What follows belongs to an exercise in optimizing a design on an open flow for small area, a short achievable clock period and few clock cycles per item; a production flow would make more cautious choices. The RTL was checked by simulation tests, not by an equivalence proof against the original design. Power figures rest on the tool's default switching activity, not on a simulated workload.

<file path="run.sh">
#!/bin/bash
# synth_recipe.tcl (not shown) runs the flow's synth.tcl, then flattens the netlist and writes it again
# the make line also repeats each setting of config.mk as NAME=value (left out here)
make -C /OpenROAD-flow-scripts/flow DESIGN_CONFIG=/design/flow/config.mk WORK_HOME=/design/flow/orfs CLKGATE_MAP_FILE= SYNTH_SCRIPT=/design/flow/synth_recipe.tcl finish
</file>
<file path="config.mk">
export PLATFORM = sky130hd
export DESIGN_NAME = filtcore
export DESIGN_NICKNAME = filtcore
export VERILOG_FILES = /design/flow/design.v
export SDC_FILE = /design/flow/constraint.sdc
export NUM_CORES = 4
export LEC_CHECK = 0
export CAP_MARGIN = 20
export CORE_MARGIN = 2
export CORE_UTILIZATION = 50
export SETUP_SLACK_MARGIN = 5
export SLEW_MARGIN = 20
</file>
<file path="constraint.sdc">
create_clock -name core_clock -period 14.0 [get_ports {clk}]
set_input_delay 2.8000 -clock core_clock [delete_from_list [all_inputs] [get_ports {clk}]]
set_output_delay 2.8000 -clock core_clock [all_outputs]
set_load 0.01 [all_outputs]
</file>
<file path="design.v">
module bitwidth16 (
    input  wire [15:0] v,
    output reg  [4:0]  bits
);
    integer i;
    always @* begin
        bits = 5'd0;
        for (i = 0; i < 16; i = i + 1)
            if (v[i])
                bits = i + 1;
    end
endmodule
module filtcore (
    input  wire        clk,
    input  wire        rst,
    input  wire        cmd_valid,
    output wire        cmd_ready,
    input  wire [31:0] cmd_word,
    output wire        rsp_valid,
    input  wire        rsp_ready,
    output wire [31:0] rsp_word,
    output wire [1:0]  err_sticky
);
    reg [15:0] al_l, al_h;       
    reg        cfg_l, cfg_h;
    reg [15:0] last_l, last_h;
    reg [5:0]  al_n;
    reg [3:0]  ash_n;
    reg        cfg_n;
    reg [9:0]  ls_n;             
    reg [1:0]  err_q;
    reg        va;               
    reg [1:0]  ua, oa;
    reg        ia;
    reg [15:0] xa;
    reg [1:0]  kp;               
    reg        ve;               
    reg [1:0]  ue;
    reg        e_fin;            
    reg        e_step;           
    reg        e_clr;            
    reg [1:0]  est;              
    reg [22:0] ep;               
    reg [6:0]  eb;               
    reg [15:0] ex;               
    reg [15:0] acc;              
    reg        rv;               
    reg [1:0]  rs;
    reg [15:0] rr;
    wire en = !rv || rsp_ready;
    wire [1:0]  cu = cmd_word[19:18];
    wire [1:0]  co = cmd_word[17:16];
    wire [15:0] cd = cmd_word[15:0];
    wire cill = (cmd_word[31:20] != 12'd0) || (cu == 2'd3) ||
                (co == 2'd3 && cd != 16'd0);
    wire p_go;
    wire a_rel;
    assign cmd_ready = !rst && (!va || a_rel);
    wire accept = cmd_valid && cmd_ready;
    always @(posedge clk) begin
        if (rst)
            va <= 1'b0;
        else if (accept)
            va <= 1'b1;
        else if (a_rel)
            va <= 1'b0;
    end
    always @(posedge clk) begin
        if (accept) begin
            ua <= cu;
            oa <= co;
            ia <= cill;
            xa <= cd;
        end
    end
    wire basic   = !ua[1];
    wire is_init = oa == 2'd0;
    wire is_proc = oa == 2'd1;
    wire is_setc = oa == 2'd2;
    wire is_rst  = oa == 2'd3;
    wire [15:0] al_s  = ua[0] ? al_h : al_l;
    wire        cfg_s = ua[1] ? cfg_n : (ua[0] ? cfg_h : cfg_l);
    wire [8:0]  oh_s  = 9'd0 - al_s[15:7];       
    wire        big_s = al_s[15:7] != 9'd0;
    wire step = !ia && is_proc && cfg_s;
    wire slow = step && basic && big_s;
    assign p_go  = va && en;
    assign a_rel = p_go && (!slow || kp == 2'd2);
    wire [4:0]  x_bits;
    bitwidth16 u_bw_x (.v(xa), .bits(x_bits));
    wire [2:0]  si  = (x_bits > 5'd10) ? x_bits - 5'd10 : 3'd0;
    wire [15:0] xsf = xa >> si;
    reg [6:0]  pa, pb;
    reg [15:0] px;
    always @* begin
        if (!basic) begin
            pa = {1'b0, al_n};
            pb = 7'd64 - {1'b0, al_n};
            px = {6'd0, xsf[9:0]};
        end else begin
            px = xa;
            if (slow && kp == 2'd0) begin
                pa = {5'd0, al_s[15:14]};
                pb = {5'd0, oh_s[8:7]};
            end else if (slow && kp == 2'd1) begin
                pa = al_s[13:7];
                pb = oh_s[6:0];
            end else begin
                pa = al_s[6:0];
                pb = ~al_s[6:0];
            end
        end
    end
    wire [22:0] prod = pa * px;
    wire [4:0]  nsh  = {1'b0, ash_n} + {2'd0, si};
    reg [1:0] pst;
    always @* begin
        if (ia)                    pst = 2'd1;
        else if (is_proc && !cfg_s) pst = 2'd2;
        else                       pst = 2'd0;
    end
    wire [15:0] new_al = xa + 16'd1;
    wire [4:0]  raw_bits;
    bitwidth16 u_bw_raw (.v(xa), .bits(raw_bits));
    wire [3:0]  new_ash = (raw_bits > 5'd6) ? raw_bits - 5'd6 : 4'd0;
    wire [15:0] raw_sh  = xa >> new_ash;
    wire cw = p_go && !ia && (is_init || is_setc);
    always @(posedge clk) begin
        if (!rst && cw && ua == 2'd0) al_l <= new_al;
        if (!rst && cw && ua == 2'd1) al_h <= new_al;
        if (!rst && cw && ua == 2'd2) begin
            al_n  <= raw_sh[5:0];
            ash_n <= new_ash;
        end
    end
    always @(posedge clk) begin
        if (rst) begin
            cfg_l <= 1'b0;
            cfg_h <= 1'b0;
            cfg_n <= 1'b0;
            kp    <= 2'd0;
            err_q <= 2'd0;
        end else begin
            if (cw && ua == 2'd0) cfg_l <= 1'b1;
            if (cw && ua == 2'd1) cfg_h <= 1'b1;
            if (cw && ua == 2'd2) cfg_n <= 1'b1;
            if (p_go && slow)
                kp <= (kp == 2'd2) ? 2'd0 : kp + 2'd1;
            if (p_go && pst == 2'd1) err_q[0] <= 1'b1;
            if (p_go && pst == 2'd2) err_q[1] <= 1'b1;
        end
    end
    always @(posedge clk) begin
        if (rst)
            ve <= 1'b0;
        else if (en)
            ve <= p_go;
    end
    always @(posedge clk) begin
        if (p_go) begin
            ue     <= ua;
            e_fin  <= !slow || kp == 2'd2;
            e_step <= step;
            e_clr  <= !ia && (is_init || is_rst);
            est    <= pst;
            ep     <= prod;
            eb     <= pb;
            ex     <= basic ? xa : {11'd0, nsh};
        end
    end
    wire e_go = ve && en;
    wire [15:0] el = ue[1] ? {6'd0, ls_n} : (ue[0] ? last_h : last_l);
    wire [22:0] t  = eb * el + ep + {acc, 7'd0};
    wire [15:0] yb = t[22:7];
    wire [15:0] hb = (ex >= yb) ? ex - yb : 16'd0;
    wire [15:0] s   = t[15:0];
    wire [4:0]  e   = ex[4:0];
    wire [31:0] sh  = {16'd0, s} << e;
    wire        sat = sh[31:22] != 10'd0;
    wire [15:0] yn  = sat ? 16'hFFFF : sh[21:6];
    wire [4:0]  sb;
    bitwidth16 u_bw_s (.v(s), .bits(sb));
    wire [5:0]  ub  = {1'b0, sb} + {1'b0, e};        
    wire [15:0] top_r = s >> (sb - 5'd10);
    wire [15:0] top_l = s << (5'd10 - sb);
    wire [9:0]  top = (sb >= 5'd10) ? top_r[9:0] : top_l[9:0];
    wire [9:0]  ls_next = sat ? 10'h3FF : (ub > 6'd16) ? top : sh[15:6];
    always @(posedge clk) begin
        if (rst) begin
            last_l <= 16'd0;
            last_h <= 16'd0;
            ls_n   <= 10'd0;
            acc    <= 16'd0;
        end else if (e_go) begin
            if (!e_fin)
                acc <= t[15:0];
            else begin
                acc <= 16'd0;
                if (ue == 2'd0) begin
                    if (e_clr) last_l <= 16'd0;
                    else if (e_step) last_l <= yb;
                end
                if (ue == 2'd1) begin
                    if (e_clr) last_h <= 16'd0;
                    else if (e_step) last_h <= yb;
                end
                if (ue == 2'd2) begin
                    if (e_clr) ls_n <= 10'd0;
                    else if (e_step) ls_n <= ls_next;
                end
            end
        end
    end
    always @(posedge clk) begin
        if (rst)
            rv <= 1'b0;
        else if (en)
            rv <= e_go && e_fin;
    end
    always @(posedge clk) begin
        if (e_go && e_fin) begin
            rs <= est;
            rr <= !e_step ? 16'd0 : ue[1] ? yn : (ue[0] ? hb : yb);
        end
    end
    assign rsp_valid  = rv && !rst;
    assign rsp_word   = {14'd0, rs, rr};
    assign err_sticky = err_q;
endmodule
</file>
==> impl_metrics.csv, run 1 <==
group,metric,value,unit
status,status,"no timing/DRC/antenna violations",
worst_setup_path,crit_slowest_cell,"fa_1",
synth,seq_area_frac_synth,0.249,
placed_design,placed_area,0.0226,mm2
global_route,grt_antenna_before_repair,0,
power_and_ir_drop,switching_power,1.63,mW
synth,synth.avg_cell_area,9.04,um2
synth,netlist_area,0.0216,mm2
sta,fin_tns_setup,0,ps
finish,antenna_cells,0,
sta,rsz0062_at_grt,"yes",
synth,ys_ff_latch,202,
sta,drv_slew,0,
worst_setup_path,crit_type,"register to register",
run,drv_cap,0,
power_and_ir_drop,p_leak,9.97,nW
worst_setup_path,crit_path_start_kind,"register",
sta,final_hold_viol_count,0,
clock_tree,cts.reportedPaths.clkPinSlew,60,ps
route,ant_nets,0,
worst_hold_path,hold_path_class,"register to register",
route,vias_per_cell,6.00,
clock_tree,cts.sinks,202,
finish,synthToLayoutAreaGrowth,9.17,%
route,drc,0,
synth,async_reset_ff_frac,0,
synth,synth_edf_count,134,
clock_tree,cts_tree,"done",
floorplanning,design.die.area,0.0449,mm2
route,wl_per_cell,22.4,um
global_route,overflow,0,
floorplanning,rows,76,
floorplanning,ioPinCount,72,
finish,utilization,0.550,
synth,yosysWarnings,2,
route,first_iter_violations,1470,
sta,setup-violations-final,0,
power_and_ir_drop,sw_frac_of_total,0.463,
placed_design,gp_congestion,0.992,
worst_setup_path,max_stage_delay,510,ps
clock_tree,cts_hold_buf,0,
sta,finalCriticalPeriod,8670,ps
sta,slew_headroom,0.296,
global_route,grt_first_pass_wirelength,105,mm
synth,synth.most_common_cell,"inv_1",
floorplanning,core,0.0429,mm2
power_and_ir_drop,peakVddDrop,0.0848,mV
power_and_ir_drop,pwr-share-clk,0.185,
synth,synth.distinct_cells,98,
synth,synthTopCellsByArea,"edfxtp_1 (19%), fa_1 (16%), ha_1 (7.5%)",
finish,fin_area,0.0236,mm2
sta,fmax,0.115,GHz
worst_setup_path,cp.arrival,9080,ps
worst_setup_path,cp_max_fo,23,
placed_design,port-buffer-count,57,
clock_tree,insertion_delay,540,ps
route,num_vias,17922,
clock_tree,htree_levels,1,
synth,synth_common_cells,"inv_1 (245), nor2_1 (220), fa_1 (176), nand2_1 (163), edfxtp_1 (134)",
power_and_ir_drop,powerDensity,149,mW/mm2
global_route,grt_pass1_vias,17832,
placed_design,dp_hpwl,52.3,mm
power_and_ir_drop,seqPwrFrac,0.210,
finish,drive_gt1_frac,0.0812,
route,routed_wl,67.0,mm
sta,fin_worst_skew,20.4,ps
global_route,grt_max_degree,77,
worst_setup_path,endpoint_kind,"register",
synth,synth_top_area_cell,"edfxtp_1",
sta,tightest_slew,1030,ps
synth,synthCells,2388,
floorplanning,dieHeight,212,um
clock_tree,clockBufferDepth,3,
synth,synth_ff_type,"edfxtp_1",
worst_setup_path,cp.required,14410,ps
clock_tree,cts_made_buffers,24,
power_and_ir_drop,p_int,1.88,mW
worst_setup_path,path_common_cell,"fa_1",
route,dr.pass1.iters,6,
sta,post-route-period-util,0.619,
finish,layout.nets,2726,
floorplanning,start_util,0.503,
clock_tree,cts_root_buf,"clkbuf_16",
finish,fillers,3978,
floorplanning,die_x,212,um
power_and_ir_drop,pwr-share-comb,0.605,
synth,synth_top_cell_area_share,0.186,
global_route,track_usage,0.305,
[critical path, delay by kind of cell (launching register included)]
kind	cells	cell delay, ps
AOI/OAI and AO/OA	9	1930
DFF	1	330
muxes	1	300
buffers and inverters	5	990
and+or+nand+nor	8	1920
adders and majority gates	7	3040
[final timing paths]
check | from | to | slack (ps) | depth (start not counted)
worst min register to register | est[1] | rs[1] | 420 | 0
worst min-delay path | est[1] | rs[1] | 420 | 0
worst max register to register | ue[0] | ls_n[9] | 5330 | 30
worst max-delay path | ue[0] | ls_n[9] | 5330 | 30
[sequential cells by signal, summed over array words and instances (netlist names), 4 cells and up]
register  flops
last_h       16
rr           16
ls_n         10
al_l         16
last_l       16
xa           16
ex           16
ep           23
al_n          6
ash_n         4
al_h         16
acc          16
eb            7
[metal layers]
metal	vias to the layer above	wire [um]	share of wire	global-route usage
met5	-	0	0	0
met4	0	4230	0.063	0.169
met3	188	3780	0.056	0.0297
met2	706	32200	0.48	0.518
met1	8762	26800	0.40	0.384
li1	8266	-	-	-
[kinds of logic after synthesis]
family	after synthesis	synth area share
muxes	138	0.0767
DFF	202	0.249
xor gates and xnor gates	73	0.0302
other	1	0.000174
AOI/OAI and AO/OA	503	0.157
and+or+nand+nor	765	0.174
buffers and inverters	400	0.0745
adders and majority gates	306	0.239
[per-stage QoR]
step | cells | total power, mW | setup WS [ps] | hold slack [ps]
after floorplan | 2401 | 2.19 | 6090 | 400
after global placement | 2934 | 2.78 | 4130 | 405
after detailed placement | 2934 | 2.77 | 4170 | 407
after CTS | 2981 | 3.45 | 5020 | 421
after global routing | 2987 | 3.73 | 4950 | 444
final | 2987 | 3.51 | 5330 | 418
[placed cells by master (no fill, tap or decap), types with 35 or more instances in the layout]
cell type and instances:
inv_1 244, nor2_1 217, fa_1 176, nand2_1 163, edfxtp_1 134, ha_1 129
a21oi_1 124, mux2i_1 101, and2_1 78, o21ai_0 75, nor3_1 73, dfxtp_1 68
clkdlybuf4s50_1 56, xnor2_1 49, nand2b_1 46, nand3_1 43, buf_4 43, nor2b_1 35
[power by group through the flow]
stage,Sequential [mW],Clock (mW),Combinational [mW]
after detailed placement,0.747,0,2.02
after floorplan,0.720,0,1.47
after global placement,0.747,0,2.03
after CTS,0.735,0.661,2.05
after global routing,0.737,0.683,2.31
final,0.736,0.650,2.12
[timing repair]
item	CTS	global route
gates resized for setup	14	24
buffers inserted	3	5
cloned	0	0
setup endpoints to repair	11	29
pin swaps	2	0
[area by class of cell]
cell class | instances | area, um2 | share of cell area
repair buffers | 101 | 900 | 0.0382
flip-flops and latches | 202 | 5390 | 0.228
clock buffers | 31 | 637 | 0.0270
inverters | 256 | 971 | 0.0412
multi-input cells | 1799 | 14800 | 0.626
clock inverters | 13 | 184 | 0.00780
well taps | 585 | 732 | 0.0311
Testbench counts, summed over its fixed seeds: cycles 16,024, items 16,000.
==> run 2, diff against run 1 <==
==> flow/run.sh (new file) <==
#!/bin/bash
set -euo pipefail
bash standard.sh SETUP_SLACK_MARGIN=7.8 finish > standard.log 2>&1
==> standard.sh (new file) <==
#!/bin/bash
# synth_recipe.tcl (not shown) runs the flow's synth.tcl, then flattens the netlist and writes it again
# the make line also repeats each setting of config.mk as NAME=value (left out here)
make -C /OpenROAD-flow-scripts/flow DESIGN_CONFIG=/design/flow/config.mk WORK_HOME=/design/flow/orfs CLKGATE_MAP_FILE= SYNTH_SCRIPT=/design/flow/synth_recipe.tcl "${@:-finish}"
--- a/config.mk
+++ b/config.mk
@@ -10,3 +10,2 @@
 export CORE_UTILIZATION = 50
-export SETUP_SLACK_MARGIN = 5
 export SLEW_MARGIN = 20
removed: run.sh
==> run 2 against run 1 <==
Largest power group unchanged. Worst setup slack better by 1000 ps. Register-to-register slack improved by 1000 ps. Clock power fell by 4.6%. Die area did not move. Critical path depth unchanged. Still clean. Design area increased by 15%. Clock-buffer cell count unchanged. Clock skew decreased by 1.7 ps. Via count is 7.2% higher. Combinational power increased by 27%. Global-route usage increased by 2.1 points. Critical path type unchanged.
==> impl_metrics.csv, run 2 <==
group,metric,value,unit
status,status,"no timing/DRC/antenna violations",
sta,rsz0062_at_grt,"yes",
worst_setup_path,cp_max_fo,7,
sta,drv_slew,0,
route,routed_wl,72.6,mm
finish,final_common_cell,"inv_1",
finish,utilization,0.631,
route,vias_per_cell,6.03,
worst_hold_path,hold_path_class,"register to register",
synth,synthCells,2388,
worst_setup_path,regToRegSetupSlack,6350,ps
clock_tree,cts_root_buf,"clkbuf_16",
sta,slew_headroom,0.243,
sta,tightest_slew,1130,ps
route,first_iter_violations,1559,
global_route,grt_antenna_before_repair,0,
synth,async_reset_ff_frac,0,
finish,drive_gt1_frac,0.240,
worst_setup_path,max_stage_delay,550,ps
floorplanning,core,0.0429,mm2
clock_tree,cts.sinks,202,
synth,synthTopCellsByArea,"edfxtp_1 (19%), fa_1 (16%), ha_1 (7.5%)",
floorplanning,design.die.area,0.0449,mm2
finish,synthToLayoutAreaGrowth,25.4,%
worst_setup_path,crit_path_start,"ue[0]",
sta,fin_worst_skew,18.8,ps
worst_setup_path,path_buf_inv,7,
global_route,grt_first_pass_wirelength,112,mm
global_route,grtUsageMet2,0.568,
global_route,overflow,0,
synth,synth.avg_cell_area,9.04,um2
global_route,met1_usage,0.396,
worst_setup_path,crit_family,"adder cells",
sta,fmax,0.131,GHz
clock_tree,cts_made_buffers,24,
worst_setup_path,cp.required,14240,ps
route,ant_nets,0,
power_and_ir_drop,peakVddDrop,0.100,mV
worst_setup_path,reg2reg_to,"rr[12]",
sta,fin_tns_setup,0,ps
worst_setup_path,cp_num_cells,30,
synth,synth_top_area_cell,"edfxtp_1",
power_and_ir_drop,powerDensity,149,mW/mm2
synth,synth_common_cells,"inv_1 (245), nor2_1 (220), fa_1 (176), nand2_1 (163), edfxtp_1 (134)",
sta,setup-violations-final,0,
sta,holdWs,428,ps
synth,synth_ff_type,"edfxtp_1",
placed_design,port-buffer-count,57,
worst_setup_path,path_common_cell,"buf_6",
sta,finalCriticalPeriod,7650,ps
global_route,track_usage,0.326,
clock_tree,insertion_delay,540,ps
synth,netlist_area,0.0216,mm2
synth,synth.distinct_cells,98,
finish,antenna_cells,0,
finish,fin_area,0.0271,mm2
power_and_ir_drop,p_leak,11.2,nW
global_route,top_usage_layer,"met2",
clock_tree,cts_hold_buf,0,
clock_tree,cts_tree,"done",
floorplanning,die_x,212,um
synth,ys_ff_latch,202,
finish,layout.nets,2927,
finish,top_register,"ep",
worst_setup_path,rr_worst_depth,30,
synth,synth_top_cell_area_share,0.186,
synth,synth_edf_count,134,
floorplanning,ioPinCount,72,
power_and_ir_drop,power.total,4.04,mW
global_route,use_met3,0.0395,
synth,synth.most_common_cell,"inv_1",
placed_design,placed_area,0.0229,mm2
finish,layout_common_cells,"inv_1 (236), nor2_1 (200), buf_4 (196), fa_1 (169), nand2_1 (152)",
clock_tree,cts.reportedPaths.clkPinSlew,60,ps
worst_setup_path,crit_end,"rr[12]",
worst_setup_path,cp.arrival,7890,ps
clock_tree,clockBufferDepth,3,
floorplanning,dieHeight,212,um
worst_setup_path,endpoint_kind,"register",
floorplanning,start_util,0.503,
sta,final_hold_viol_count,0,
worst_setup_path,crit_type,"register to register",
placed_design,dp_hpwl,51.9,mm
route,num_vias,19211,
run,drv_cap,0,
clock_tree,htree_levels,1,
finish,fillers,3615,
global_route,grt_max_degree,77,
synth,seq_area_frac_synth,0.249,
synth,yosysWarnings,2,
sta,post-route-period-util,0.547,
worst_setup_path,crit_path_start_kind,"register",
global_route,grt_pass1_vias,19330,
route,drc,0,
finish,largest_register_ffs,23,
floorplanning,rows,76,
placed_design,gp_congestion,0.991,
worst_setup_path,crit_slowest_cell,"fa_1",
route,dr.pass1.iters,5,
worst_setup_path,reg2reg_from,"ue[0]",
route,wl_per_cell,22.8,um
## run 2: cell counts after synthesis
No cell type changed its count.
## run 2: logic make-up after synthesis
logic type	Yosys count	share of synthesized area
DFF	202	0.249
muxes	138	0.0767
other	1	0.000174
buffers and inverters	400	0.0745
and+or+nand+nor	765	0.174
adders and majority gates	306	0.239
AOI/OAI and AO/OA	503	0.157
xor gates and xnor gates	73	0.0302
## run 2: worst min-delay path by stage
stage	end	depth (start not counted)	start
floorplan	rs[0]	0	est[0]
global placement	rs[1]	0	est[1]
detailed placement	rs[1]	0	est[1]
CTS	rs[1]	0	est[1]
global route	rs[1]	0	est[1]
finish	rs[1]	0	est[1]
## run 2: layout make-up
cell class                 instances  area [um2]  area share
multi-input combinational       1802       16400       0.607
sequential                       202        5390       0.199
timing repair buffer             299        2720       0.100
inverter                         256        1030      0.0382
tap                              585         732      0.0270
clock buffer                      31         637      0.0235
clock inverter                    13         145     0.00536
## run 2: where the power goes
part           leakage (nW)  internal (mW)  switching [mW]
Clock                 0.371          0.362           0.258
Combinational          9.08           1.15            1.54
Sequential             1.79          0.694          0.0390
## run 2: repair_timing
item,CTS,global route
pin swaps,124,92
setup buffers,162,46
gates resized for setup,291,71
gates cloned,10,0
endpoints found under the setup margin,61,50
## run 2: through the flow
stage,setup slack (ps),std cells
4_1_cts,6480,3142
5_1_grt,6120,3188
6_report,6350,3188
2_1_floorplan,6720,2401
3_3_place_gp,5050,2926
3_5_place_dp,4940,2926
## run 2: worst reg2reg max path, delay by kind of cell (launching register included)
family / cells / cell delay, ps
fa+ha+maj: 6 / 2530
compound gates: 10 / 2320
simple gates: 6 / 960
buf+inv: 7 / 910
flops: 1 / 420
mux: 1 / 200
## run 2: per-layer routing
metal,share of wire,vias up
met2,0.49,799
met1,0.38,9457
li1,-,8691
met5,0,-
met4,0.067,0
met3,0.058,264
==> run 3, diff against run 2 <==
--- a/design.v
+++ b/design.v
@@ -34,6 +34,8 @@
     reg        ia;
-    reg [15:0] xa;
-    reg [1:0]  kp;               
+    reg [15:0] xa;               
+    reg [2:0]  sia;              
+    reg        k_hi, k_mid, k_lo;    
     reg        ve;               
-    reg [1:0]  ue;
+    reg        e_l, e_h, e_n;    
+    reg        e_cin;            
     reg        e_fin;            
@@ -45,3 +47,2 @@
     reg [15:0] ex;               
-    reg [15:0] acc;              
     reg        rv;               
@@ -67,8 +68,32 @@
     end
+    wire        cw;
+    wire [15:0] new_al;
+    wire        fw      = cw && ua == {1'b0, cu[0]};
+    wire        big_new = new_al[15:7] != 9'd0;
+    wire        big_c   = fw ? big_new : (cu[0] ? al_h[15:7] != 9'd0 : al_l[15:7] != 9'd0);
+    wire        cfg_c   = fw || (cu[0] ? cfg_h : cfg_l);
+    wire        slow_c  = !cill && !cu[1] && co == 2'd1 && cfg_c && big_c;
+    wire [4:0]  cx_bits;
+    bitwidth16 u_bw_x (.v(cd), .bits(cx_bits));
+    wire [2:0]  csi   = (cx_bits > 5'd10) ? cx_bits - 5'd10 : 3'd0;
+    wire [15:0] cxs   = cd >> csi;
+    wire        cnorm = cu == 2'd2 && co == 2'd1;
     always @(posedge clk) begin
         if (accept) begin
-            ua <= cu;
-            oa <= co;
-            ia <= cill;
-            xa <= cd;
+            ua  <= cu;
+            oa  <= co;
+            ia  <= cill;
+            xa  <= cnorm ? {6'd0, cxs[9:0]} : cd;
+            sia <= csi;
+        end
+    end
+    always @(posedge clk) begin
+        if (accept) begin
+            k_hi  <= slow_c;
+            k_mid <= 1'b0;
+            k_lo  <= 1'b0;
+        end else if (p_go) begin
+            k_hi  <= 1'b0;
+            k_mid <= k_hi;
+            k_lo  <= k_mid;
         end
@@ -83,11 +108,6 @@
     wire [8:0]  oh_s  = 9'd0 - al_s[15:7];       
-    wire        big_s = al_s[15:7] != 9'd0;
     wire step = !ia && is_proc && cfg_s;
-    wire slow = step && basic && big_s;
+    wire fin  = !k_hi && !k_mid;
     assign p_go  = va && en;
-    assign a_rel = p_go && (!slow || kp == 2'd2);
-    wire [4:0]  x_bits;
-    bitwidth16 u_bw_x (.v(xa), .bits(x_bits));
-    wire [2:0]  si  = (x_bits > 5'd10) ? x_bits - 5'd10 : 3'd0;
-    wire [15:0] xsf = xa >> si;
+    assign a_rel = p_go && fin;
     reg [6:0]  pa, pb;
@@ -98,9 +118,9 @@
             pb = 7'd64 - {1'b0, al_n};
-            px = {6'd0, xsf[9:0]};
+            px = xa;
         end else begin
             px = xa;
-            if (slow && kp == 2'd0) begin
+            if (k_hi) begin
                 pa = {5'd0, al_s[15:14]};
                 pb = {5'd0, oh_s[8:7]};
-            end else if (slow && kp == 2'd1) begin
+            end else if (k_mid) begin
                 pa = al_s[13:7];
@@ -114,3 +134,3 @@
     wire [22:0] prod = pa * px;
-    wire [4:0]  nsh  = {1'b0, ash_n} + {2'd0, si};
+    wire [4:0]  nsh  = {1'b0, ash_n} + {2'd0, sia};
     reg [1:0] pst;
@@ -121,3 +141,3 @@
     end
-    wire [15:0] new_al = xa + 16'd1;
+    assign new_al = xa + 16'd1;
     wire [4:0]  raw_bits;
@@ -126,3 +146,3 @@
     wire [15:0] raw_sh  = xa >> new_ash;
-    wire cw = p_go && !ia && (is_init || is_setc);
+    assign cw = p_go && !ia && (is_init || is_setc);
     always @(posedge clk) begin
@@ -140,3 +160,2 @@
             cfg_n <= 1'b0;
-            kp    <= 2'd0;
             err_q <= 2'd0;
@@ -146,4 +165,2 @@
             if (cw && ua == 2'd2) cfg_n <= 1'b1;
-            if (p_go && slow)
-                kp <= (kp == 2'd2) ? 2'd0 : kp + 2'd1;
             if (p_go && pst == 2'd1) err_q[0] <= 1'b1;
@@ -160,4 +177,7 @@
         if (p_go) begin
-            ue     <= ua;
-            e_fin  <= !slow || kp == 2'd2;
+            e_l    <= ua == 2'd0;
+            e_h    <= ua == 2'd1;
+            e_n    <= ua[1];
+            e_cin  <= k_mid || k_lo;
+            e_fin  <= fin;
             e_step <= step;
@@ -171,4 +191,6 @@
     wire e_go = ve && en;
-    wire [15:0] el = ue[1] ? {6'd0, ls_n} : (ue[0] ? last_h : last_l);
-    wire [22:0] t  = eb * el + ep + {acc, 7'd0};
+    wire [15:0] el = ({16{e_l}} & last_l) | ({16{e_h}} & last_h) |
+                     ({16{e_n}} & {6'd0, ls_n});
+    wire [15:0] ec = {16{e_cin}} & rr;
+    wire [22:0] t  = eb * el + ep + {ec, 7'd0};
     wire [15:0] yb = t[22:7];
@@ -192,9 +214,5 @@
             ls_n   <= 10'd0;
-            acc    <= 16'd0;
         end else if (e_go) begin
-            if (!e_fin)
-                acc <= t[15:0];
-            else begin
-                acc <= 16'd0;
-                if (ue == 2'd0) begin
+            if (e_fin) begin
+                if (e_l) begin
                     if (e_clr) last_l <= 16'd0;
@@ -202,3 +220,3 @@
                 end
-                if (ue == 2'd1) begin
+                if (e_h) begin
                     if (e_clr) last_h <= 16'd0;
@@ -206,3 +224,3 @@
                 end
-                if (ue == 2'd2) begin
+                if (e_n) begin
                     if (e_clr) ls_n <= 10'd0;
@@ -220,5 +238,8 @@
     always @(posedge clk) begin
-        if (e_go && e_fin) begin
+        if (e_go) begin
             rs <= est;
-            rr <= !e_step ? 16'd0 : ue[1] ? yn : (ue[0] ? hb : yb);
+            if (!e_fin)
+                rr <= t[15:0];
+            else
+                rr <= !e_step ? 16'd0 : e_n ? yn : (e_h ? hb : yb);
         end
==> run.sh (new file) <==
#!/bin/bash
# synth_recipe.tcl (not shown) runs the flow's synth.tcl, then flattens the netlist and writes it again
# the make line also repeats each setting of config.mk as NAME=value (left out here)
make -C /OpenROAD-flow-scripts/flow DESIGN_CONFIG=/design/flow/config.mk WORK_HOME=/design/flow/orfs CLKGATE_MAP_FILE= SYNTH_SCRIPT=/design/flow/synth_recipe.tcl finish
--- a/config.mk
+++ b/config.mk
@@ -10,2 +10,3 @@
 export CORE_UTILIZATION = 50
+export SETUP_SLACK_MARGIN = 5
 export SLEW_MARGIN = 20
removed: flow/run.sh
removed: standard.sh
==> run 3 against run 2 <==
Still clean. Design area decreased by 11%. Largest power group unchanged. Utilization decreased by 7.4 points. Die area increased by 1.1%. Worst setup slack got worse by 1100 ps. Sequential share of layout area increased by 2.0 points. Cell count decreased by 3.5%. Critical path type unchanged.
==> impl_metrics.csv, run 3 <==
group,metric,value,unit
route,drc,0,
sta,post-route-period-util,0.627,
route,num_vias,18953,
route,routed_wl,73.4,mm
synth,synth_top_area_cell,"edfxtp_1",
synth,async_reset_ff_frac,0,
global_route,overflow,0,
placed_design,placed_cells,3004,
sta,setup-violations-final,0,
worst_setup_path,endpoint_kind,"register",
worst_hold_path,hold_path_class,"register to register",
sta,fmax,0.114,GHz
synth,netlist_area,0.0218,mm2
synth,ys_ff_latch,192,
power_and_ir_drop,powerDensity,226,mW/mm2
worst_setup_path,crit_path_start,"e_h",
worst_setup_path,max_stage_delay,550,ps
global_route,grt_pass1_vias,18968,
synth,synth_ff_type,"edfxtp_1",
route,dr.pass1.iters,7,
power_and_ir_drop,peakVddDrop,0.252,mV
finish,top_register,"ep",
worst_setup_path,cp.arrival,8980,ps
sta,rsz0062_at_grt,"no",
floorplanning,ioPinCount,72,
clock_tree,cts.sinks,192,
worst_setup_path,reg2reg_from,"e_h",
sta,drv_slew,0,
finish,largest_register_ffs,23,
floorplanning,design.die.area,0.0454,mm2
synth,synth.avg_cell_area,8.86,um2
worst_setup_path,rr_worst_depth,30,
finish,layout.nets,2811,
sta,fin_worst_skew,20.3,ps
route,ant_nets,0,
floorplanning,dieHeight,213,um
clock_tree,clockBufferDepth,2,
route,vias_per_cell,6.16,
worst_setup_path,crit_path_start_kind,"register",
finish,synthToLayoutAreaGrowth,9.94,%
synth,synth.most_common_cell,"inv_1",
worst_setup_path,cp_max_fo,28,
sta,tightest_slew,1170,ps
global_route,grt_max_degree,47,
global_route,track_usage,0.328,
floorplanning,start_util,0.507,
synth,yosysWarnings,2,
synth,synth_common_cells,"inv_1 (242), nand2_1 (231), fa_1 (175), nor2_1 (150), edfxtp_1 (140)",
run,drv_cap,0,
worst_setup_path,regToRegSetupSlack,5230,ps
synth,synth_edf_count,140,
finish,fin_cells,3076,
finish,drive_gt1_frac,0.0871,
sta,final_hold_viol_count,0,
synth,synthTopCellsByArea,"edfxtp_1 (19%), fa_1 (16%), ha_1 (7.0%)",
finish,layout_common_cells,"inv_1 (239), nand2_1 (229), fa_1 (175), nor2_1 (149), edfxtp_1 (140)",
finish,fillers,4030,
floorplanning,core,0.0431,mm2
clock_tree,insertion_delay,470,ps
worst_setup_path,crit_slowest_cell,"fa_1",
floorplanning,rows,76,
clock_tree,htree_levels,4,
finish,seq_area,0.00525,mm2
synth,seq_area_frac_synth,0.240,
synth,synth.distinct_cells,93,
sta,fin_tns_setup,0,ps
worst_setup_path,crit_type,"register to register",
clock_tree,cts.reportedPaths.clkPinSlew,80,ps
placed_design,port-buffer-count,57,
worst_setup_path,reg2reg_to,"rr[9]",
placed_design,dp_hpwl,56.6,mm
route,first_iter_violations,1654,
clock_tree,cts_root_buf,"clkbuf_16",
clock_tree,cts_made_buffers,17,
finish,final_common_cell,"inv_1",
synth,synthCells,2465,
synth,synth_top_cell_area_share,0.193,
clock_tree,cts_tree,"done",
floorplanning,die_x,213,um
worst_setup_path,cp.required,14200,ps
placed_design,gp_congestion,0.992,
global_route,grt_antenna_before_repair,0,
finish,multi_input_area,0.0152,mm2
global_route,grt_first_pass_wirelength,112,mm
worst_setup_path,crit_end,"rr[9]",
power_and_ir_drop,p_leak,9.96,nW
route,wl_per_cell,23.8,um
sta,slew_headroom,0.211,
sta,finalCriticalPeriod,8770,ps
status,status,"no timing/DRC/antenna violations",
clock_tree,cts_hold_buf,0,
==> run 3: cell type report <==
type | count | share of cell area
antenna | 1 | 0.000104
timing repair buffer | 146 | 0.0527
clock buffer | 19 | 0.0193
inverter | 247 | 0.0390
tap | 585 | 0.0305
sequential | 192 | 0.219
multi-input combinational | 1873 | 0.633
clock inverter | 13 | 0.00704
==> run 3: what timing repair did <==
action | in CTS | in global routing
cloned | 0 | 2
pin swaps | 9 | 6
resized for setup | 12 | 25
endpoints found under the setup margin | 26 | 26
setup buffers | 21 | 16
==> run 3: metal layers <==
metal / vias up / global-route usage / wire length, um / share of wire
li1: 8679 / - / - / -
met1: 9337 / 0.389 / 28700 / 0.39
met2: 735 / 0.566 / 36000 / 0.49
met3: 202 / 0.0422 / 3980 / 0.054
met4: 0 / 0.201 / 4750 / 0.065
met5: - / 0 / 0 / 0
==> run 3: cell families (layout without fill, tap and decap cells) <==
| family | count (synthesis) | in the layout | share of synthesized area |
|---|---|---|---|
| flops | 192 | 192 | 0.240 |
| fa+ha+maj | 302 | 302 | 0.233 |
| other cells | 1 | 15 | 0.000172 |
| buf+inv | 415 | 425 | 0.0749 |
| mux | 90 | 90 | 0.0477 |
| xor+xnor | 81 | 81 | 0.0325 |
| compound gates | 565 | 567 | 0.182 |
| simple gates | 819 | 819 | 0.190 |
==> run 3: worst min path at each step <==
stage / start / endpoint / slack, ps / cells past startpoint
after detailed placement: est[1] / rs[1] / 420 / 0
after floorplan: est[0] / rs[0] / 400 / 0
after CTS: est[1] / rs[1] / 440 / 0
after global routing: est[1] / rs[1] / 440 / 0
final: est[1] / rs[1] / 430 / 0
after global placement: est[1] / rs[1] / 410 / 0
==> run 3: through the flow <==
step / area (um2) / hold WS, ps / utilization / setup slack (ps) / power, mW
after global routing: 24000 / 438 / 0.557 / 4970 / 5.73
final: 24000 / 433 / 0.557 / 5230 / 5.43
after floorplan: 21900 / 400 / - / 5520 / 3.38
after detailed placement: 22900 / 419 / 0.531 / 3990 / 4.54
after CTS: 23700 / 438 / 0.551 / 5020 / 5.12
after global placement: 22900 / 409 / 0.531 / 4330 / 4.58
==> run 3: power by group <==
part           internal [mW]  total (mW)  switching (mW)
clock                  0.286       0.530           0.245
sequential             0.684       0.738          0.0539
combinational           1.51        4.16            2.65
==> run 3: critical path, delay by kind of cell (launching register included) <==
kind | cells | cell delay, ps
adder cells (fa/ha/maj) | 6 | 2700
AO/OA/AOI/OAI | 15 | 3630
AND/OR/NAND/NOR | 1 | 140
buffers and inverters | 8 | 1630
flip-flops | 1 | 360
Testbench counts of run 3, summed over its fixed seeds: cycles 16,024, items 16,000.
==> run 4, diff against run 3 <==
--- a/design.v
+++ b/design.v
@@ -133,3 +133,4 @@
     end
-    wire [22:0] prod = pa * px;
+    wire [22:0] prod;
+    mac7x16 u_mac_p (.b(pa), .l(px), .p(23'd0), .c(23'd0), .t(prod));
     wire [4:0]  nsh  = {1'b0, ash_n} + {2'd0, sia};
@@ -194,5 +195,7 @@
     wire [15:0] ec = {16{e_cin}} & rr;
-    wire [22:0] t  = eb * el + ep + {ec, 7'd0};
+    wire [22:0] t;
+    mac7x16 u_mac_e (.b(eb), .l(el), .p(ep), .c({ec, 7'd0}), .t(t));
     wire [15:0] yb = t[22:7];
-    wire [15:0] hb = (ex >= yb) ? ex - yb : 16'd0;
+    wire [16:0] hd = {1'b0, ex} - {1'b0, yb};
+    wire [15:0] hb = hd[16] ? 16'd0 : hd[15:0];
     wire [15:0] s   = t[15:0];
@@ -250 +253,31 @@
 endmodule
+module mac7x16 (
+    input  wire [6:0]  b,
+    input  wire [15:0] l,
+    input  wire [22:0] p,
+    input  wire [22:0] c,
+    output wire [22:0] t
+);
+    wire [22:0] r0 = b[0] ? {7'd0, l}       : 23'd0;
+    wire [22:0] r1 = b[1] ? {6'd0, l, 1'd0} : 23'd0;
+    wire [22:0] r2 = b[2] ? {5'd0, l, 2'd0} : 23'd0;
+    wire [22:0] r3 = b[3] ? {4'd0, l, 3'd0} : 23'd0;
+    wire [22:0] r4 = b[4] ? {3'd0, l, 4'd0} : 23'd0;
+    wire [22:0] r5 = b[5] ? {2'd0, l, 5'd0} : 23'd0;
+    wire [22:0] r6 = b[6] ? {1'd0, l, 6'd0} : 23'd0;
+    wire [22:0] s1a = r0 ^ r1 ^ r2;
+    wire [22:0] c1a = {(r0 & r1 | r0 & r2 | r1 & r2), 1'b0};
+    wire [22:0] s1b = r3 ^ r4 ^ r5;
+    wire [22:0] c1b = {(r3 & r4 | r3 & r5 | r4 & r5), 1'b0};
+    wire [22:0] s1c = r6 ^ p ^ c;
+    wire [22:0] c1c = {(r6 & p | r6 & c | p & c), 1'b0};
+    wire [22:0] s2a = s1a ^ c1a ^ s1b;
+    wire [22:0] c2a = {(s1a & c1a | s1a & s1b | c1a & s1b), 1'b0};
+    wire [22:0] s2b = c1b ^ s1c ^ c1c;
+    wire [22:0] c2b = {(c1b & s1c | c1b & c1c | s1c & c1c), 1'b0};
+    wire [22:0] s3 = s2a ^ c2a ^ s2b;
+    wire [22:0] c3 = {(s2a & c2a | s2a & s2b | c2a & s2b), 1'b0};
+    wire [22:0] s4 = s3 ^ c3 ^ c2b;
+    wire [22:0] c4 = {(s3 & c3 | s3 & c2b | c3 & c2b), 1'b0};
+    assign t = s4 + c4;
+endmodule
==> run 4 against run 3 <==
Wire length shrank 5.2%. Register-to-register slack gained 120 ps. Largest cell class unchanged. Critical path depth shrank 1. Sequential power grew 1%. Hold slack lost 5.1 ps. Utilization shrank 0.89 points. Combinational power shrank 7.7%. Synthesized cell count shrank 1.9%. Highest routed layer unchanged. Global-route usage shrank 1.6 points. Synthesized area shrank 0.44%. Die area shrank 0.43%.
==> impl_metrics.csv, run 4 <==
group,metric,value,unit
power_and_ir_drop,powerDensity,217,mW/mm2
finish,fillers,4021,
route,dr.pass1.iters,6,
run,drv_cap,0,
finish,drive_gt1_frac,0.0705,
floorplanning,core,0.0430,mm2
floorplanning,die_x,213,um
worst_setup_path,reg2reg_to,"rr[8]",
route,drc,0,
placed_design,placed_area,0.0228,mm2
synth,synthTopCellsByArea,"edfxtp_1 (19%), fa_1 (17%), ha_1 (6.8%)",
finish,synthToLayoutAreaGrowth,8.42,%
floorplanning,rows,76,
route,wl_met1,30.1,mm
sta,fin_tns_setup,0,ps
worst_hold_path,hold_path_class,"register to register",
sta,fin_worst_skew,12.3,ps
sta,post-route-period-util,0.618,
route,ant_nets,0,
finish,largest_register_ffs,23,
status,status,"no timing/DRC/antenna violations",
synth,synthCells,2419,
finish,layout.nets,2745,
worst_setup_path,cp.required,14180,ps
sta,holdWs,428,ps
placed_design,gp_congestion,0.955,
sta,setup-violations-final,0,
clock_tree,cts_hold_buf,0,
clock_tree,cts_tree,"done",
synth,async_reset_ff_frac,0,
global_route,grt_first_pass_wirelength,107,mm
synth,seq_area_frac_synth,0.241,
worst_setup_path,crit_slowest_cell,"fa_1",
synth,synth.avg_cell_area,8.99,um2
worst_setup_path,endpoint_kind,"register",
global_route,grt_antenna_before_repair,0,
sta,slew_headroom,0.214,
finish,layout_common_cells,"inv_1 (252), nor2_1 (184), fa_1 (180), and2_1 (165), a21oi_1 (159)",
finish,top_register,"ep",
worst_setup_path,reg2reg_from,"e_n",
clock_tree,cts.reportedPaths.clkPinSlew,80,ps
synth,synth_top_area_cell,"edfxtp_1",
worst_hold_path,min_to,"rs[1]",
floorplanning,start_util,0.506,
placed_design,dp_hpwl,54.8,mm
synth,synth.most_common_cell,"inv_1",
sta,fmax,0.116,GHz
synth,synth.distinct_cells,111,
finish,final_common_cell,"inv_1",
worst_setup_path,regToRegSetupSlack,5350,ps
floorplanning,dieHeight,213,um
route,wl_per_cell,23.1,um
clock_tree,cts_made_buffers,17,
sta,finalCriticalPeriod,8650,ps
route,first_iter_violations,1845,
worst_setup_path,max_stage_delay,510,ps
sta,final_hold_viol_count,0,
global_route,grt_pass1_vias,17849,
clock_tree,clockBufferDepth,2,
worst_setup_path,crit_type,"register to register",
route,vias_per_cell,6.07,
clock_tree,htree_levels,4,
synth,yosysWarnings,2,
floorplanning,ioPinCount,72,
worst_setup_path,path_common_cell,"fa_1",
power_and_ir_drop,p_leak,9.76,nW
synth,synth_top_cell_area_share,0.193,
synth,synth_edf_count,140,
placed_design,port-buffer-count,57,
global_route,overflow,0,
worst_setup_path,cp_max_fo,30,
sta,rsz0062_at_grt,"no",
synth,ys_ff_latch,192,
global_route,track_usage,0.312,
synth,synth_ff_type,"edfxtp_1",
finish,antenna_cells,0,
route,routed_wl,69.5,mm
route,dr_wl_met3,4.30,mm
route,num_vias,18278,
route,highest_layer,"met4",
clock_tree,cts.sinks,192,
clock_tree,cts_root_buf,"clkbuf_16",
clock_tree,insertion_delay,450,ps
synth,synth_common_cells,"inv_1 (253), nor2_1 (184), fa_1 (180), and2_1 (166), a21oi_1 (161)",
global_route,grt_max_degree,49,
sta,tightest_slew,1170,ps
worst_hold_path,hold_depth,0,
worst_hold_path,worstHoldStart,"est[1]",
worst_setup_path,rr_worst_depth,29,
synth,netlist_area,0.0217,mm2
power_and_ir_drop,peakVddDrop,0.244,mV
worst_setup_path,cp.arrival,8830,ps
finish,fin_area,0.0236,mm2
route,dr_wl_met2,33.0,mm
worst_setup_path,crit_path_start_kind,"register",
floorplanning,design.die.area,0.0452,mm2
sta,drv_slew,0,
run 4: cell count changes after synthesis, moves of 31 or more:
| cell | delta |
|---|---|
| and2_1 | +96 |
| nor2b_1 | -50 |
| nand2_1 | -76 |
| a21oi_1 | +31 |
| nor2_1 | +34 |
| clkbuf_1 | -32 |
run 4: final cells by class:
| cell class | count | area (um2) | share of cell area |
|---|---|---|---|
| Inverter | 261 | 991 | 0.0420 |
| Clock buffer | 19 | 433 | 0.0184 |
| Timing Repair Buffer | 109 | 977 | 0.0415 |
| Multi-Input combinational cell | 1830 | 15000 | 0.637 |
| Clock inverter | 13 | 180 | 0.00765 |
| Tap cell | 585 | 732 | 0.0311 |
| Sequential cell | 192 | 5250 | 0.223 |
run 4: timing repair:
action                                  in CTS  in global routing
resized for setup                            2                 20
pin swaps                                    3                  1
endpoints found under the hold margin        0                  0
buffers inserted                             8                  3
endpoints found under the setup margin      25                 22
run 4: routing by layer:
layer | up-vias | global-route usage
met5 | - | 0
met4 | 0 | 0.0928
met3 | 108 | 0.0402
met2 | 678 | 0.517
met1 | 9122 | 0.428
li1 | 8370 | -
run 4: kinds of logic (layout without fill, tap and decap cells):
logic type / Yosys count / count (layout) / share of synthesized area
simple gates: 793 / 793 / 0.187
buf+inv: 410 / 402 / 0.0769
other cells: 1 / 14 / 0.000173
xor+xnor: 75 / 75 / 0.0306
flops: 192 / 192 / 0.241
fa+ha+maj: 299 / 299 / 0.234
compound gates: 543 / 543 / 0.174
mux: 106 / 106 / 0.0551
run 4: critical path, delay by kind of cell (launching register included):
family	cells	cell delay, ps
adder cells (fa/ha/maj)	6	2670
buffers and inverters	4	450
flip-flops	1	360
XOR/XNOR	1	330
AO/OA/AOI/OAI	14	3540
AND/OR/NAND/NOR	4	1010
run 4: worst max path at each step:
| stage | from | to | slack, ps |
|---|---|---|---|
| finish | e_n | rr[8] | 5350 |
| global route | e_l | ls_n[8] | 5010 |
| CTS | e_n | ls_n[8] | 5050 |
| detailed placement | e_l | ls_n[8] | 4090 |
| global placement | e_l | ls_n[8] | 4290 |
| floorplan | e_h | ls_n[8] | 6140 |
run 4: where the power goes:
part           leakage, nW  switching [mW]  internal, mW
Clock                0.290           0.234         0.286
Sequential            1.72          0.0647         0.681
Combinational         7.75            2.48          1.36
run 4: per-stage QoR:
| step | cells | setup slack (ps) | utilization | power, mW |
|---|---|---|---|---|
| finish | 3009 | 5350 | 0.548 | 5.11 |
| global route | 3009 | 5010 | 0.548 | 5.42 |
| CTS | 3006 | 5050 | 0.546 | 4.98 |
| detailed placement | 2966 | 4090 | 0.529 | 4.44 |
| global placement | 2966 | 4290 | 0.529 | 4.48 |
| floorplan | 2432 | 6140 | - | 3.33 |
Testbench counts of run 4, summed over its fixed seeds: cycles 16,024, items 16,000.
==> run 5, diff against run 4 <==
--- a/design.v
+++ b/design.v
@@ -49,3 +49,5 @@
     reg [1:0]  rs;
-    reg [15:0] rr;
+    reg [15:0] rr;               
+    reg [15:0] rx;               
+    reg        r_h, r_n;         
     wire en = !rv || rsp_ready;
@@ -198,4 +200,2 @@
     wire [15:0] yb = t[22:7];
-    wire [16:0] hd = {1'b0, ex} - {1'b0, yb};
-    wire [15:0] hb = hd[16] ? 16'd0 : hd[15:0];
     wire [15:0] s   = t[15:0];
@@ -204,3 +204,2 @@
     wire        sat = sh[31:22] != 10'd0;
-    wire [15:0] yn  = sat ? 16'hFFFF : sh[21:6];
     wire [4:0]  sb;
@@ -242,11 +241,21 @@
         if (e_go) begin
-            rs <= est;
-            if (!e_fin)
+            rs  <= est;
+            rx  <= ex;
+            r_h <= e_fin && e_step && e_h;
+            r_n <= e_fin && e_step && e_n;
+            if (e_fin && !e_step)
+                rr <= 16'd0;
+            else if (e_fin && !e_n)
+                rr <= yb;
+            else
                 rr <= t[15:0];
-            else
-                rr <= !e_step ? 16'd0 : e_n ? yn : (e_h ? hb : yb);
-        end
-    end
+        end
+    end
+    wire [16:0] hd  = {1'b0, rx} - {1'b0, rr};
+    wire [15:0] hb  = hd[16] ? 16'd0 : hd[15:0];
+    wire [31:0] rsh = {16'd0, rr} << rx[4:0];
+    wire [15:0] yn  = (rsh[31:22] != 10'd0) ? 16'hFFFF : rsh[21:6];
+    wire [15:0] res = r_h ? hb : r_n ? yn : rr;
     assign rsp_valid  = rv && !rst;
-    assign rsp_word   = {14'd0, rs, rr};
+    assign rsp_word   = {14'd0, rs, res};
     assign err_sticky = err_q;
==> flow/run.sh (new file) <==
#!/bin/bash
set -euo pipefail
bash standard.sh SETUP_SLACK_MARGIN=7.5 finish > standard.log 2>&1
==> standard.sh (new file) <==
#!/bin/bash
# synth_recipe.tcl (not shown) runs the flow's synth.tcl, then flattens the netlist and writes it again
# the make line also repeats each setting of config.mk as NAME=value (left out here)
make -C /OpenROAD-flow-scripts/flow DESIGN_CONFIG=/design/flow/config.mk WORK_HOME=/design/flow/orfs CLKGATE_MAP_FILE= SYNTH_SCRIPT=/design/flow/synth_recipe.tcl "${@:-finish}"
--- a/config.mk
+++ b/config.mk
@@ -10,3 +10,2 @@
 export CORE_UTILIZATION = 50
-export SETUP_SLACK_MARGIN = 5
 export SLEW_MARGIN = 20
removed: run.sh
==> run 5 against run 4 <==
Flip-flop and latch count grew 18. Largest power group unchanged. Clock power up 18%. Synthesized area is 4.1% higher. Sequential power rose by 12%. Total power up 15%. Sequential share of layout area down 1.1 points. Utilization up 6.7 points. Synthesized cell count rose by 3.7%. Critical path type unchanged. Die area up 4.0%.
==> impl_metrics.csv, run 5 <==
group,metric,value,unit
worst_setup_path,cp_num_cells,34,
sta,finalCriticalPeriod,7590,ps
power_and_ir_drop,power.total,5.88,mW
run,drv_cap,0,
synth,synth.distinct_cells,95,
route,ant_nets,0,
synth,netlist_area,0.0226,mm2
worst_setup_path,regToRegSetupSlack,6410,ps
synth,synth_top_cell_area_share,0.210,
worst_setup_path,reg2reg_to,"ls_n[7]",
sta,fin_worst_skew,25.1,ps
worst_setup_path,cp.arrival,8000,ps
placed_design,gp_congestion,0.936,
clock_tree,cts_made_buffers,24,
synth,synth.most_common_cell,"inv_1",
finish,top_register,"ep",
clock_tree,htree_levels,1,
sta,fin_tns_setup,0,ps
finish,layout_common_cells,"inv_1 (267), nor2_1 (182), nand2_1 (180), fa_1 (173), and2_1 (167)",
worst_setup_path,cp_max_fo,7,
synth,synth_common_cells,"inv_1 (278), nand2_1 (192), nor2_1 (187), fa_1 (181), and2_1 (174)",
clock_tree,cts_hold_buf,0,
sta,finalWorstSetupSlack,6410,ps
worst_setup_path,crit_family,"compound AO/OA/AOI/OAI gates",
worst_setup_path,path_common_cell,"fa_1",
power_and_ir_drop,peakVddDrop,0.239,mV
global_route,overflow,0,
route,wl_per_cell,22.0,um
floorplanning,die_x,217,um
clock_tree,insertion_delay,540,ps
global_route,track_usage,0.297,
sta,tightest_slew,1010,ps
global_route,grt_antenna_before_repair,2,
worst_setup_path,path_buf_inv,10,
worst_setup_path,crit_slowest_cell,"fa_1",
synth,synthCells,2509,
placed_design,placed_cells,3056,
finish,largest_register_ffs,23,
sta,final_hold_viol_count,0,
synth,synth_edf_count,158,
finish,synthToLayoutAreaGrowth,20.9,%
floorplanning,rows,77,
route,drc,0,
floorplanning,dieHeight,217,um
sta,setup-violations-final,0,
floorplanning,ioPinCount,72,
sta,rsz0062_at_grt,"yes",
worst_setup_path,reg2reg_from,"e_l",
route,dr.pass1.iters,7,
finish,drive_gt1_frac,0.199,
synth,yosysWarnings,2,
global_route,grt_max_degree,47,
worst_setup_path,cp.required,14410,ps
worst_setup_path,crit_path_start_kind,"register",
sta,drv_slew,0,
synth,ys_ff_latch,210,
route,num_vias,19398,
worst_setup_path,max_stage_delay,500,ps
status,status,"no timing/DRC/antenna violations",
clock_tree,cts_tree,"done",
global_route,grt_first_pass_wirelength,108,mm
finish,fin_cells,3271,
floorplanning,design.die.area,0.0470,mm2
clock_tree,cts_root_buf,"clkbuf_16",
placed_design,port-buffer-count,57,
synth,synth.avg_cell_area,9.02,um2
worst_setup_path,endpoint_kind,"register",
worst_setup_path,rr_worst_depth,34,
global_route,grt_pass1_vias,19020,
finish,final_common_cell,"inv_1",
finish,fin_area,0.0273,mm2
placed_design,placed_area,0.0238,mm2
placed_design,dp_hpwl,51.7,mm
synth,synth_top_area_cell,"edfxtp_1",
clock_tree,cts.sinks,210,
sta,post-route-period-util,0.542,
floorplanning,core,0.0444,mm2
route,routed_wl,72.0,mm
sta,fmax,0.132,GHz
worst_setup_path,crit_path_start,"e_l",
worst_setup_path,crit_end,"ls_n[7]",
finish,utilization,0.615,
route,vias_per_cell,5.93,
synth,async_reset_ff_frac,0,
finish,layout.nets,2996,
sta,slew_headroom,0.318,
floorplanning,start_util,0.509,
clock_tree,cts.reportedPaths.clkPinSlew,60,ps
clock_tree,clockBufferDepth,3,
power_and_ir_drop,p_leak,11.3,nW
worst_setup_path,crit_type,"register to register",
synth,synthTopCellsByArea,"edfxtp_1 (21%), fa_1 (16%), ha_1 (6.6%)",
synth,seq_area_frac_synth,0.256,
sta,holdWs,417,ps
worst_hold_path,hold_path_class,"register to register",
synth,synth_ff_type,"edfxtp_1",
power_and_ir_drop,powerDensity,215,mW/mm2
route,first_iter_violations,1610,
placed_design,pre_cts_slack,4810,ps
[run 5: cell count changes after synthesis, sizes merged, moves of 10 or more]
cell | before | now
o21ai | 83 | 101
inv | 257 | 279
mux4 | 10 | 26
buf | 52 | 31
clkbuf | 97 | 116
mux2i | 86 | 96
nand2 | 156 | 192
edfxtp | 140 | 158
[run 5: layer usage]
layer / GRT usage / vias to the layer above / routed length [um]
li1: - / 8944 / -
met1: 0.409 / 9594 / 31000
met2: 0.482 / 734 / 33700
met3: 0.0531 / 126 / 5280
met4: 0.0790 / 0 / 1920
met5: 0 / - / 0
[run 5: worst min-delay path by stage]
stage | from | endpoint | depth (start not counted)
after detailed placement | ex[6] | rx[6] | 0
final | ex[6] | rx[6] | 0
after global placement | ex[7] | rx[7] | 0
after global routing | ex[14] | rx[14] | 0
after floorplan | est[0] | rs[0] | 0
after CTS | ex[6] | rx[6] | 0
[run 5: logic make-up (layout without fill, tap and decap cells)]
| group | count (synthesis) | in the layout | synth area share |
|---|---|---|---|
| xor+xnor | 77 | 77 | 0.0298 |
| compound gates | 533 | 534 | 0.156 |
| mux | 134 | 134 | 0.0743 |
| simple gates | 825 | 825 | 0.184 |
| other cells | 1 | 16 | 0.000166 |
| buf+inv | 428 | 582 | 0.0738 |
| flops | 210 | 210 | 0.256 |
| fa+ha+maj | 301 | 301 | 0.227 |
[run 5: repair_timing]
item | CTS | global route
resized for setup | 253 | 135
hold endpoints to repair | 0 | 0
gates cloned | 2 | 1
endpoints found under the setup margin | 58 | 38
setup buffers | 103 | 63
pin swaps | 60 | 76
[run 5: area by class of cell]
| class | count | area, um2 |
|---|---|---|
| Antenna cell | 2 | 5.00 |
| Clock buffer | 33 | 654 |
| Clock inverter | 11 | 121 |
| Fill cell | 3848 | 17100 |
| Inverter | 281 | 1070 |
| Multi-Input combinational cell | 1885 | 16700 |
| Sequential cell | 210 | 5790 |
| Tap cell | 592 | 741 |
| Timing Repair Buffer | 257 | 2250 |
[run 5: report_power, final]
group / leakage [nW] / total [mW] / internal, mW / switching, mW
clock: 0.379 / 0.615 / 0.365 / 0.250
combinational: 9.02 / 4.43 / 1.87 / 2.57
sequential: 1.89 / 0.834 / 0.747 / 0.0871
total: 11.3 / 5.88 / 2.98 / 2.91
[run 5: worst reg2reg max path: cells and delay by family, from the launching register on]
family	cells	cell delay, ps
buffers and inverters	10	1140
adders and majority gates	7	2600
AOI/OAI and AO/OA	11	2660
and+or+nand+nor	6	690
DFF	1	400
Testbench counts of run 5, summed over its fixed seeds: cycles 16,024, items 16,000.
==> run 6, diff against run 5 <==
--- a/design.v
+++ b/design.v
@@ -51,3 +51,3 @@
     reg [15:0] rx;               
-    reg        r_h, r_n;         
+    reg        r_h;              
     wire en = !rv || rsp_ready;
@@ -204,2 +204,3 @@
     wire        sat = sh[31:22] != 10'd0;
+    wire [15:0] yn  = sat ? 16'hFFFF : sh[21:6];
     wire [4:0]  sb;
@@ -244,6 +245,7 @@
             r_h <= e_fin && e_step && e_h;
-            r_n <= e_fin && e_step && e_n;
             if (e_fin && !e_step)
                 rr <= 16'd0;
-            else if (e_fin && !e_n)
+            else if (e_fin && e_n)
+                rr <= yn;
+            else if (e_fin)
                 rr <= yb;
@@ -255,5 +257,3 @@
     wire [15:0] hb  = hd[16] ? 16'd0 : hd[15:0];
-    wire [31:0] rsh = {16'd0, rr} << rx[4:0];
-    wire [15:0] yn  = (rsh[31:22] != 10'd0) ? 16'hFFFF : rsh[21:6];
-    wire [15:0] res = r_h ? hb : r_n ? yn : rr;
+    wire [15:0] res = r_h ? hb : rr;
     assign rsp_valid  = rv && !rst;
==> run 6 against run 5 <==
Still clean on timing, DRC and antenna. Clock-buffer cell count is 2 lower. Total power is 0.51% lower. Largest cell class unchanged. Utilization is 0.93 points higher. Flip-flop and latch count is 1 lower. First-iteration DRC count is 18% higher. Hold slack better by 1.3 ps. Critical path type unchanged. Via count is 3.1% lower. Design area is 2.2% lower. Largest power group unchanged. Wire length is 1.1% lower. Cell count is 5.4% lower. Fmax is 2.8% higher.
==> impl_metrics.csv, run 6 <==
group,metric,value,unit
floorplanning,core,0.0428,mm2
clock_tree,cts_made_buffers,25,
placed_design,port-buffer-count,57,
status,status,"no timing/DRC/antenna violations",
worst_setup_path,cp.required,14460,ps
route,first_iter_violations,1896,
synth,netlist_area,0.0216,mm2
finish,drive_gt1_frac,0.219,
synth,yosysWarnings,2,
synth,synth_top_area_cell,"edfxtp_1",
clock_tree,cts.reportedPaths.clkPinSlew,60,ps
route,ant_nets,0,
finish,fin_cells,3094,
sta,fin_worst_skew,19.4,ps
synth,ys_ff_latch,209,
clock_tree,clockBufferDepth,3,
sta,setup-violations-final,0,
sta,finalWorstSetupSlack,6620,ps
synth,synth.area.mux_share,0.0539,
route,drc,0,
finish,utilization,0.625,
synth,synth_simple_gate_area_frac,0.173,
power_and_ir_drop,pwr-share-comb,0.748,
sta,slew_headroom,0.0563,
synth,synthCells,2345,
sta,fmax,0.136,GHz
global_route,grt_pass1_vias,18363,
worst_setup_path,crit_path_start,"e_n",
power_and_ir_drop,powerDensity,219,mW/mm2
power_and_ir_drop,peakVddDrop,0.197,mV
sta,finalCriticalPeriod,7380,ps
power_and_ir_drop,p_int,2.94,mW
sta,post-route-period-util,0.527,
synth,synth.distinct_cells,85,
power_and_ir_drop,switching_power,2.91,mW
power_and_ir_drop,pwr-share-clk,0.112,
floorplanning,dieHeight,212,um
synth,synth_top_cell_area_share,0.219,
clock_tree,cts_hold_buf,0,
synth,synth_edf_count,157,
route,wl_per_cell,23.0,um
clock_tree,cts_tree,"done",
sta,drv_slew,0,
clock_tree,insertion_delay,540,ps
worst_setup_path,crit_type,"register to register",
finish,top_register,"ep",
worst_setup_path,cp.arrival,7840,ps
floorplanning,design.die.area,0.0448,mm2
floorplanning,start_util,0.504,
sta,rsz0062_at_grt,"yes",
worst_setup_path,crit_path_start_kind,"register",
global_route,overflow,0,
placed_design,dp_hpwl,50.6,mm
worst_setup_path,path_common_cell,"fa_1",
global_route,grt_max_degree,47,
finish,largest_register_ffs,23,
sta,fin_tns_setup,0,ps
synth,synth.avg_cell_area,9.19,um2
floorplanning,ioPinCount,72,
worst_setup_path,cp_max_fo,16,
synth,synth_fa_ha_area_frac,0.239,
route,num_vias,18801,
worst_setup_path,reg2reg_from,"e_n",
global_route,grt_first_pass_wirelength,106,mm
finish,synthToLayoutAreaGrowth,24.0,%
sta,final_hold_viol_count,0,
placed_design,gp_congestion,0.966,
worst_setup_path,max_stage_delay,540,ps
clock_tree,htree_levels,1,
route,vias_per_cell,6.08,
run,drv_cap,0,
finish,layout.nets,2866,
power_and_ir_drop,p_leak,11.1,nW
synth,synth_top_family_by_area,"adder cells",
placed_design,placed_cells,2865,
route,dr.pass1.iters,6,
power_and_ir_drop,seqPwrFrac,0.140,
global_route,track_usage,0.309,
worst_setup_path,regToRegSetupSlack,6620,ps
synth,synth_compound_area_frac,0.159,
synth,synth_common_cells,"inv_1 (272), fa_1 (181), and2_1 (166), nand2_1 (162), edfxtp_1 (157)",
synth,synth.most_common_cell,"inv_1",
placed_design,pre_cts_slack,4690,ps
worst_hold_path,hold_path_class,"register to register",
synth,synthTopCellsByArea,"edfxtp_1 (22%), fa_1 (17%), ha_1 (7.0%)",
synth,synth_ff_type,"edfxtp_1",
route,routed_wl,71.2,mm
global_route,grt_antenna_before_repair,1,
sta,tightest_slew,1420,ps
synth,synth-xor-area-share,0.0329,
worst_setup_path,endpoint_kind,"register",
floorplanning,rows,76,
synth,seq_area_frac_synth,0.267,
synth,async_reset_ff_frac,0,
finish,layout_common_cells,"inv_1 (262), buf_4 (178), fa_1 (169), and2_1 (162), edfxtp_1 (157)",
finish,final_common_cell,"inv_1",
clock_tree,cts_root_buf,"clkbuf_16",
finish,antenna_cells,0,
worst_hold_path,worstHoldStart,"ex[6]",
worst_setup_path,crit_slowest_cell,"fa_1",
power_and_ir_drop,power.total,5.85,mW
power_and_ir_drop,sw_frac_of_total,0.497,
clock_tree,cts.sinks,209,
floorplanning,die_x,212,um
-- run 6: cells by family (layout without fill, tap and decap cells) --
| logic type | Yosys count | in the layout |
|---|---|---|
| xor gates and xnor gates | 81 | 81 |
| muxes | 96 | 96 |
| buffers and inverters | 413 | 601 |
| DFF | 209 | 209 |
| other | 1 | 14 |
| and+or+nand+nor | 736 | 737 |
| adders and majority gates | 303 | 303 |
| AOI/OAI and AO/OA | 506 | 507 |
-- run 6: power by group through the flow --
stage,Combinational (mW),Sequential (mW),Clock (mW)
final,4.38,0.818,0.658
after global routing,4.58,0.819,0.691
after CTS,3.88,0.816,0.665
after detailed placement,3.14,0.828,0
after global placement,3.19,0.829,0
after floorplan,2.24,0.771,0
-- run 6: routing by layer --
metal / GRT usage / vias up / share of wire
met5: 0 / - / 0
met1: 0.395 / 9254 / 0.39
met3: 0.0365 / 204 / 0.069
li1: - / 8480 / -
met4: 0.140 / 0 / 0.050
met2: 0.528 / 863 / 0.49
-- run 6: worst paths after layout --
path / cells past startpoint / to
worst min register to register: 0 / rx[6]
worst max register to register: 28 / ls_n[1]
worst min-delay path: 0 / rx[6]
worst max-delay path: 28 / ls_n[1]
-- run 6: cell type report --
cell class | instances | area (um2)
repair buffers | 280 | 2470
well taps | 546 | 683
flip-flops and latches | 209 | 5760
clock buffers | 31 | 668
multi-input cells | 1738 | 15900
fillers | 3569 | 16100
inverters | 275 | 1040
clock inverters | 15 | 170
-- run 6: timing repair --
action,in CTS,in global routing
setup endpoints to repair,63,47
buffers inserted,135,43
pin swaps,90,75
resized for setup,313,114
gates cloned,4,1
-- run 6: worst max-delay path, delay by kind of cell (launching register included) --
| kind | cells | cell delay [ps] |
|---|---|---|
| DFF | 1 | 440 |
| and+or+nand+nor | 4 | 690 |
| AOI/OAI and AO/OA | 10 | 2490 |
| adders and majority gates | 6 | 2470 |
| buffers and inverters | 5 | 680 |
| xor gates and xnor gates | 3 | 510 |
-- run 6: through the flow --
step | hold WS [ps] | area [um2]
after floorplan | 400 | 21800
after global placement | 404 | 22700
final | 419 | 26700
after CTS | 420 | 25800
after global routing | 428 | 26700
after detailed placement | 405 | 22700
Testbench counts of run 6, summed over its fixed seeds: cycles 16,024, items 16,000.

what the ideal ports hide:
No port has a modelled driver above. Below, the same layouts with a new extraction and two added sets of constraints. Step 1 (the two cells are an assumption about what drives the block):
set clk [get_ports {clk}]
set_driving_cell -lib_cell sky130_fd_sc_hd__clkbuf_16 $clk
set_driving_cell -lib_cell sky130_fd_sc_hd__buf_2 [delete_from_list [all_inputs] $clk]
Step 2 moves the port delays by t, midway between the first and last clock arrival at a register: inputs arrive t later, outputs are due t later. That takes back most of the time a late clock gives input paths. Slacks: no drivers / after step 1 / after step 2; pairs: no drivers / after step 1.
run	t (ns)	slack for setup (ns)	worst setup path at the end	worst slew at a driven data input, ns
run 1	0.575	5.329 / 5.329 / 5.329	register to register	0.04
run 2	0.585	6.348 / 6.348 / 6.348	register to register	0.04
run 3	0.520	5.228 / 5.228 / 5.228	register to register	0.04
run 4	0.494	5.349 / 5.349 / 5.349	register to register	0.04
run 5	0.577	6.412 / 6.412 / 6.412	register to register	0.05
run 6	0.579	6.622 / 6.622 / 6.622	register to register	0.05
After both steps setup and hold are still met in every run listed.
